This is an optimization exercise on Yosys and OpenROAD, whose aim is small area, a short achievable clock period and few clock cycles per item, not a production implementation. The RTL was checked by simulation tests, not by an equivalence proof against the original design. Power is estimated from default activity; no workload was simulated.

run A:
==> flow/design.v (excerpt) <==
module c64fc #(
    parameter integer RECLEN    = 88,
    parameter integer NONCE_OFF = 72
) (
    input  wire        clk,
    input  wire        rst,
    input  wire        cmd_valid,
    output wire        cmd_ready,
    input  wire [31:0] cmd_word,
    output wire        rsp_valid,
    input  wire        rsp_ready,
    output wire [3:0]  rsp_code,
    output wire [63:0] rsp_data,
    output wire        out_valid,
    input  wire        out_ready,
    output wire [7:0]  out_data
);
Size: roughly 9300 cells after synthesis, about 2000 flip-flops, about 120 I/O pins, ~95000 um^2 of cells after synthesis.
Settings: LEC_CHECK=0, ABC_AREA=1, CAP_MARGIN=20, CORE_MARGIN=2, CORE_UTILIZATION=57, PLACE_DENSITY=0.72, SETUP_SLACK_MARGIN=5, SLEW_MARGIN=20; clock period 8.0 ns.
run.sh (not shown) runs the stock make flow with config.mk's settings and CLKGATE_MAP_FILE= SYNTH_SCRIPT=/design/flow/synth_recipe.tcl, a recipe that flattens the netlist after the stock synthesis.
Run A completed every stage of the flow, and the final layout passed the timing, DRC and antenna checks.
Testbench counts of run A, summed over its fixed seeds: cycles 4,308, items 14,430.
Modified inputs, run B compared to run A
Settings: SETUP_SLACK_MARGIN now 4.6, was 5.
[summary]
- Setup WNS run A -> run B: worse
- The clock-pin transition on the worst setup and hold timing paths on run B is in line with that on run A.
- Post-CTS repair timing setup buffer count sits lower in run B than in run A.
- Worst-case vdd ir drop, run B and run A: smaller value in run A
- tacc[41]$_DFFE_PN_ as the critical path capture point was reported by run A, and tacc[24]$_DFFE_PN_ by run B.
- Against run A as the reference, run B delivers a higher buffer and inverter count on the worst path.
Inputs modified between run B and run C:
Settings: a change of CORE_UTILIZATION from 57 to 65; a change of SETUP_SLACK_MARGIN from 4.6 to 5; a change of PLACE_DENSITY from 0.72 to 0.8.
Notes after the runs:
- Run C: it failed with a tool error in global routing (5_1_grt), so there are no final results.
- Run B went all the way through synthesis, placement and routing and the layout is clean on timing, DRC and antenna.
- Re number of register bits inferred by synthesis: no difference whatsoever between run B and run C.
- The net count after synthesis on run B is in line with that on run C.
- From run C to run B, maximum clock insertion buffer count did not move at all.
- Going from run B to run C, die boundary height went down, horizontal extent of the die fell about 6%, post-placement cell count shows a reduction of 278.
- Reported for run B and run C, synthesized area turned out identical to the last digit.
- Any difference in final weighted congestion of routability-driven global placement between run B and run C is small enough to ignore.
- Floorplan row count delta for run C relative to run B: about 6% lower

* * *

Setup of oak:
c64fc again, from the RTL that the note above started with.
// c64fc
module c64fc #(
    parameter integer RECLEN    = 88,
    parameter integer NONCE_OFF = 72
) (
    input  wire        clk,
    input  wire        rst,
    input  wire        cmd_valid,
    output wire        cmd_ready,
    input  wire [31:0] cmd_word,
    output wire        rsp_valid,
    input  wire        rsp_ready,
    output wire [3:0]  rsp_code,
    output wire [63:0] rsp_data,
    output wire        out_valid,
    input  wire        out_ready,
    output wire [7:0]  out_data
);
==> flow/config.mk <==
export PLATFORM = sky130hd
export DESIGN_NAME = c64fc
export DESIGN_NICKNAME = c64fc
export VERILOG_FILES = /design/flow/design.v
export SDC_FILE = /design/flow/constraint.sdc
export NUM_CORES = 4
export LEC_CHECK = 0
export ABC_AREA = 1
export CAP_MARGIN = 20
export CORE_MARGIN = 2
export CORE_UTILIZATION = 50
export PLACE_DENSITY = 0.7
export SETUP_SLACK_MARGIN = 5
export SLEW_MARGIN = 20
==> flow/constraint.sdc <==
create_clock -name core_clock -period 8.0 [get_ports {clk}]
set_input_delay 1.6000 -clock core_clock [delete_from_list [all_inputs] [get_ports {clk}]]
set_output_delay 1.6000 -clock core_clock [all_outputs]
set_load 0.01 [all_outputs]
oak reached the end of the flow, and the finished layout is clean on the timing, DRC and antenna checks.
Testbench counts of oak, summed over its fixed seeds: cycles 4,308, items 14,430.
#### Input delta (pine over oak)
Settings: CTS_CLUSTER_SIZE now 20, previously not set; CTS_BUF_LIST now sky130_fd_sc_hd__clkbuf_8, previously not set.
Findings:
- pine reached the end of the flow, and the finished layout is clean on the timing, DRC and antenna checks.
- pine has setup slack below what oak had.
- For the maximum net fanout on the critical path, pine came in 1 lower than oak did.
- Delta (pine minus oak): peak clock frequency supported by timing decreased by 2.1% relative to the old numbers; remaining max-slew budget at the tightest pin decreased by 0.17 points relative to the old numbers.
- In pine, the sequential share of layout area came out 0.41 points above the value in oak.
- pine ended up with more standard cells than oak.
- The lower number of buffers outside the clock class in the layout of oak and pine is in pine.
- Total power of pine is lower than that of oak.

[separate check: timing with driven ports]
How much do the figures lean on ideal ports? The routed layouts below were timed once more, with nothing changed but the port constraints. Step 1: set_driving_cell puts a clkbuf_16 on clk and a buf_2 on each other input, an assumption about the parent block. Step 2, shift: input delay + t, output delay - t, t = (earliest + latest rising clock arrival at the registers) / 2. This alone moves slack from input paths to output paths. Slacks: no drivers / after step 1 / after step 2; pairs: no drivers / after step 1.
run | t (ns) | slack for setup (ns) | worst register clock-pin slew, ns | worst slew at a driven data input, ns | pins driven straight from the clock port
run A | 0.953 | 4.544 / 4.544 / 4.056 | 0.08 / 0.08 | 0.06 | 1
run B | 0.939 | 4.307 / 4.307 / 3.727 | 0.08 / 0.08 | 0.04 | 1
oak | 0.988 | 4.497 / 4.497 / 4.055 | 0.07 / 0.07 | 0.06 | 1
pine | 1.174 | 4.423 / 4.409 / 3.837 | 0.08 / 0.08 | 0.05 | 1
After both steps setup and hold are still met in every run listed. The setup slack of pine, which loses most, moves by -0.014 ns with the drivers and by -0.586 ns with both steps.
